This is an optimization exercise on Yosys and OpenROAD, whose aim is small area, a short achievable clock period and few clock cycles per item, not a production implementation.
In this exercise RTL edits were held to simulation tests only and were not proved equivalent to the original.

==> 04-21 <==
==> flow/design.v (excerpt) <==
module gt06_rx (
    input  wire        clk,
    input  wire        rst,
    input  wire        lenient,
    input  wire        in_valid,
    output wire        in_ready,
    input  wire [7:0]  in_data,
    output reg         rec_valid,
    input  wire        rec_ready,
    output reg  [2:0]  rec_type,
    output reg  [15:0] rec_data
);
clock: 13.0 ns
lec_check: 0
cap_margin: 20
core_margin: 2
core_utilization: 65
cts_cluster_diameter: 100
cts_cluster_size: 30
slew_margin: 20
standard.sh (not shown) runs the stock make flow with config.mk's settings and CLKGATE_MAP_FILE= SYNTH_SCRIPT=/design/flow/synth_recipe.tcl, a recipe that flattens the netlist after the stock synthesis.
==> flow/flow/run.sh <==
#!/bin/bash
# The standard layout, with repair_timing asked for extra setup slack so that
# the layout closes well below the design's clock period (which is unchanged).
set -euo pipefail
bash standard.sh SETUP_SLACK_MARGIN=9.3 finish > make_finish.log 2>&1
==> 05-03 (differences from 04-21) <==
--- a/flow/design.v
+++ b/flow/design.v
@@ -41,13 +41,12 @@
     reg [7:0]  len;
     reg [7:0]  cnt;                      
     reg [15:0] fcs;
     reg        crc_hi_ok;                
     reg [7:0]  e0;
     reg        crc_ok;
-    reg        len_q;                    
     reg        crc_told;                 
     reg [8:0]  cand;                     
     reg [18:0] q [0:QD-1];
     reg [1:0]  qw, qr;
     reg [2:0]  qn;
     reg [2:0]  fn;                       
@@ -128,14 +127,14 @@
                     take      = 1'b0;
                     redo      = 1'b1;
                     sst_n     = S_SEEK0;
                 end else if (!crc_ok && !crc_told) begin
                     want_push = 1'b1;
                     push_rec  = {R_CRCERR, ~fcs};
-                    take      = !len_q;
-                    sst_n     = len_q ? S_E1 : S_SEEK0;
+                    take      = !lenient;
+                    sst_n     = lenient ? S_E1 : S_SEEK0;
                 end else begin
                     want_push = 1'b1;
                     push_rec  = {R_HDR, len, cand[7:0]};
                     is_frame  = 1'b1;
                     sst_n     = S_SEEK0;
                 end
@@ -143,76 +142,29 @@
         endcase
     end
     wire store = want_store & ~resc;
     wire go    = bv & ~(want_push & q_full) & ~(store & full);
     wire push  = go & want_push;
     wire cons  = go & take;              
-    reg         o_vn;
-    reg  [2:0]  o_tn;
-    reg  [15:0] o_dn;
-    wire        oload  = o_vn | rec_ready;
+    wire        oload  = ~rec_valid | rec_ready;
     wire [18:0] qh     = q[qr];
     wire        q_emp  = (qn == 3'd0);
     wire        pop    = ~e_act & ~q_emp & oload;
     wire        pop_fr = pop & (qh[18:16] == R_HDR);
     wire        e_step = e_act & oload;
     wire        e_last = e_step & (e_cnt == 8'd1);
     wire s_need = resc & (~rb_v | (cons & ~redo));
     wire s_more = (sp != tail);
     wire s_load = s_need & s_more & ~e_act;
-    reg         nv;
-    reg  [2:0]  nt;
-    reg  [15:0] nd;
-    always @(*) begin
-        nv = ~o_vn;
-        nt = ~o_tn;
-        nd = ~o_dn;
-        if (pop) begin
-            if (pop_fr) begin
-                nv        = 1'b0;
-                nd[15:8]  = qh[15:8];            
-            end else begin
-                nv        = 1'b1;
-                nt        = qh[18:16];
-                nd        = qh[15:0];
-            end
-        end else if (e_step) begin
-            if (e_first) begin
-                nv        = 1'b1;
-                nt        = 3'd5;
-                nd[7:0]   = rd;
-            end else if (e_cnt == 8'd2) begin
-                nv        = 1'b0;
-                nd[15:8]  = rd;                  
-            end else if (e_cnt == 8'd1) begin
-                nv        = 1'b1;
-                nt        = 3'd7;
-                nd[7:0]   = rd;
-            end else begin
-                nv        = 1'b1;
-                nt        = 3'd6;
-                nd        = {8'h00, rd};
-            end
-        end else if (oload)
-            nv = 1'b0;
-    end
     always @(posedge clk) begin
         if (!full)
             mem[tail[7:0]] <= sb;
     end
     wire [8:0] qh_pos = {head[8] ^ (qh[7:0] < head[7:0]), qh[7:0]};
     wire [8:0] keep   = (sst == S_BODY || sst == S_E0 || sst == S_E1) ? cand :
                         (resc ? sp : tail);
-    always @(posedge clk)
-        len_q <= lenient;
-    always @(posedge clk) begin
-        o_tn     <= ~nt;
-        o_dn     <= ~nd;
-        rec_type <= nt;
-        rec_data <= nd;
-    end
     always @(posedge clk) begin
         if (rst) begin
             rdy       <= 1'b1;
             sb_v      <= 1'b0;
             ib_v      <= 1'b0;
             sst       <= S_SEEK0;
@@ -224,13 +176,12 @@
             qw        <= 2'd0;
             qr        <= 2'd0;
             qn        <= 3'd0;
             fn        <= 3'd0;
             e_act     <= 1'b0;
             rec_valid <= 1'b0;
-            o_vn      <= 1'b1;
         end else begin
             if (sb_v & ~(cons & ~resc)) begin
                 if (acc) begin
                     ib   <= in_data;
                     ib_v <= 1'b1;
                 end
@@ -291,25 +242,47 @@
                 qw    <= qw + 2'd1;
             end
             if (pop)
                 qr <= qr + 2'd1;
             qn <= qn + {2'd0, push} - {2'd0, pop};
             fn <= fn + {2'd0, push & is_frame} - {2'd0, pop_fr};
-            o_vn      <= ~nv;
-            rec_valid <= nv;
-            if (e_step & e_last)
-                e_act <= 1'b0;
-            else if (pop_fr)
-                e_act <= 1'b1;
-            if (pop_fr) begin
-                e_first <= 1'b1;
-                e_cnt   <= qh[15:8];
+            if (pop) begin
+                if (pop_fr) begin
+                    e_act     <= 1'b1;
+                    e_first   <= 1'b1;
+                    e_cnt     <= qh[15:8];
+                    rec_valid <= 1'b0;
+                    rec_data[15:8] <= qh[15:8];      
+                end else begin
+                    rec_valid <= 1'b1;
+                    rec_type  <= qh[18:16];
+                    rec_data  <= qh[15:0];
+                end
             end else if (e_step) begin
                 e_first <= 1'b0;
                 e_cnt   <= e_cnt - 8'd1;
-            end
+                if (e_first) begin
+                    rec_valid <= 1'b1;
+                    rec_type  <= 3'd5;
+                    rec_data[7:0] <= rd;
+                end else if (e_cnt == 8'd2) begin
+                    rec_valid <= 1'b0;
+                    rec_data[15:8] <= rd;            
+                end else if (e_cnt == 8'd1) begin
+                    rec_valid <= 1'b1;
+                    rec_type  <= 3'd7;
+                    rec_data[7:0] <= rd;
+                end else begin
+                    rec_valid <= 1'b1;
+                    rec_type  <= 3'd6;
+                    rec_data  <= {8'h00, rd};
+                end
+                if (e_last)
+                    e_act <= 1'b0;
+            end else if (oload)
+                rec_valid <= 1'b0;
             if (pop_fr)
                 rp <= qh[7:0];
             else if (e_act & ~e_last)
                 rp <= rp + {7'd0, e_step};
             else if (go & redo)
                 rp <= cand[7:0];
==> flow/flow/run.sh (replaced) <==
#!/bin/bash
# The standard layout, with repair_timing asked for extra setup slack so that
# the layout closes well below the design's clock period (which is unchanged).
set -euo pipefail
bash standard.sh SETUP_SLACK_MARGIN=8.9 finish > make_finish.log 2>&1
Settings changed: CTS_CLUSTER_DIAMETER 100 to 60.
==> 11-24 (differences from 04-21) <==
Settings changed: CTS_CLUSTER_SIZE 30 to 27.
==> results.json <==
{
  "grtUsageMet2_pct": 47.5,
  "finalPower_mw": 16.0,
  "fin_crit_ns": 3.97,
  "preCtsSetupSlack_ns": 7.31,
  "status": "finished clean",
  "worstReg2RegEnd": "mem[235][6]",
  "final_cells": 6418,
  "reg2reg_depth": 3
}
the above is filed under 11-24

==> results.json <==
{
  "worstReg2RegEnd": "mem[151][2]",
  "final_cells": 6606,
  "status": "finished clean",
  "grtUsageMet2_pct": 48.1,
  "drtAntennaViolNets": 0,
  "finalPower_mw": 16.7,
  "reg2reg_depth": 6
}
the above is filed under 05-03

==> results.json <==
{
  "cp-end-kind": "flip-flop",
  "final_cells": 6398,
  "grtUsageMet2_pct": 47.6,
  "fin_crit_ns": 3.83,
  "finalPower_mw": 15.9,
  "preCtsSetupSlack_ns": 7.31,
  "cp_slowest_cell": "nor2_1",
  "syn-cell-area_um2": 91500,
  "worstReg2RegEnd": "mem[229][7]",
  "status": "finished clean",
  "cts_hold_buffers": 0,
  "dieArea_um2": 144000
}
the above is filed under 04-21

Testbench counts of 04-21, summed over its fixed seeds: cycles 11,599, bytes 11,304.
Testbench counts of 05-03, summed over its fixed seeds: cycles 11,599, bytes 11,304.
Testbench counts of 11-24, summed over its fixed seeds: cycles 11,599, bytes 11,304.

## what the ideal ports hide
Ports are ideal in the flow. The routed layouts listed here were re-timed in OpenROAD.
Step 1 sets driving cells, clkbuf_16 on the clock port and buf_2 on the other inputs (assumed; they add their load-dependent delay and slew).
Step 2 adds t to the input delays and takes it off the output delays; t is the mean of the earliest and latest rising clock arrival at the registers after step 1. Input paths then give back, and output paths get back, about the clock's delay inside the block.
a / b / c = ideal / step 1 / step 2; a / b = the first two.
run	shift t [ns]	slack for setup (ns)	hold WS [ns]
04-21	0.812	9.168 / 9.106 / 8.507	0.482 / 0.482 / 0.482
05-03	0.875	8.901 / 8.857 / 8.088	0.502 / 0.502 / 0.502
11-24	0.824	9.034 / 9.034 / 8.487	0.487 / 0.487 / 0.487
After both steps setup and hold are still met in every run listed. The setup slack of 05-03, which loses most, moves by -0.044 ns with the drivers and by -0.813 ns with both steps.
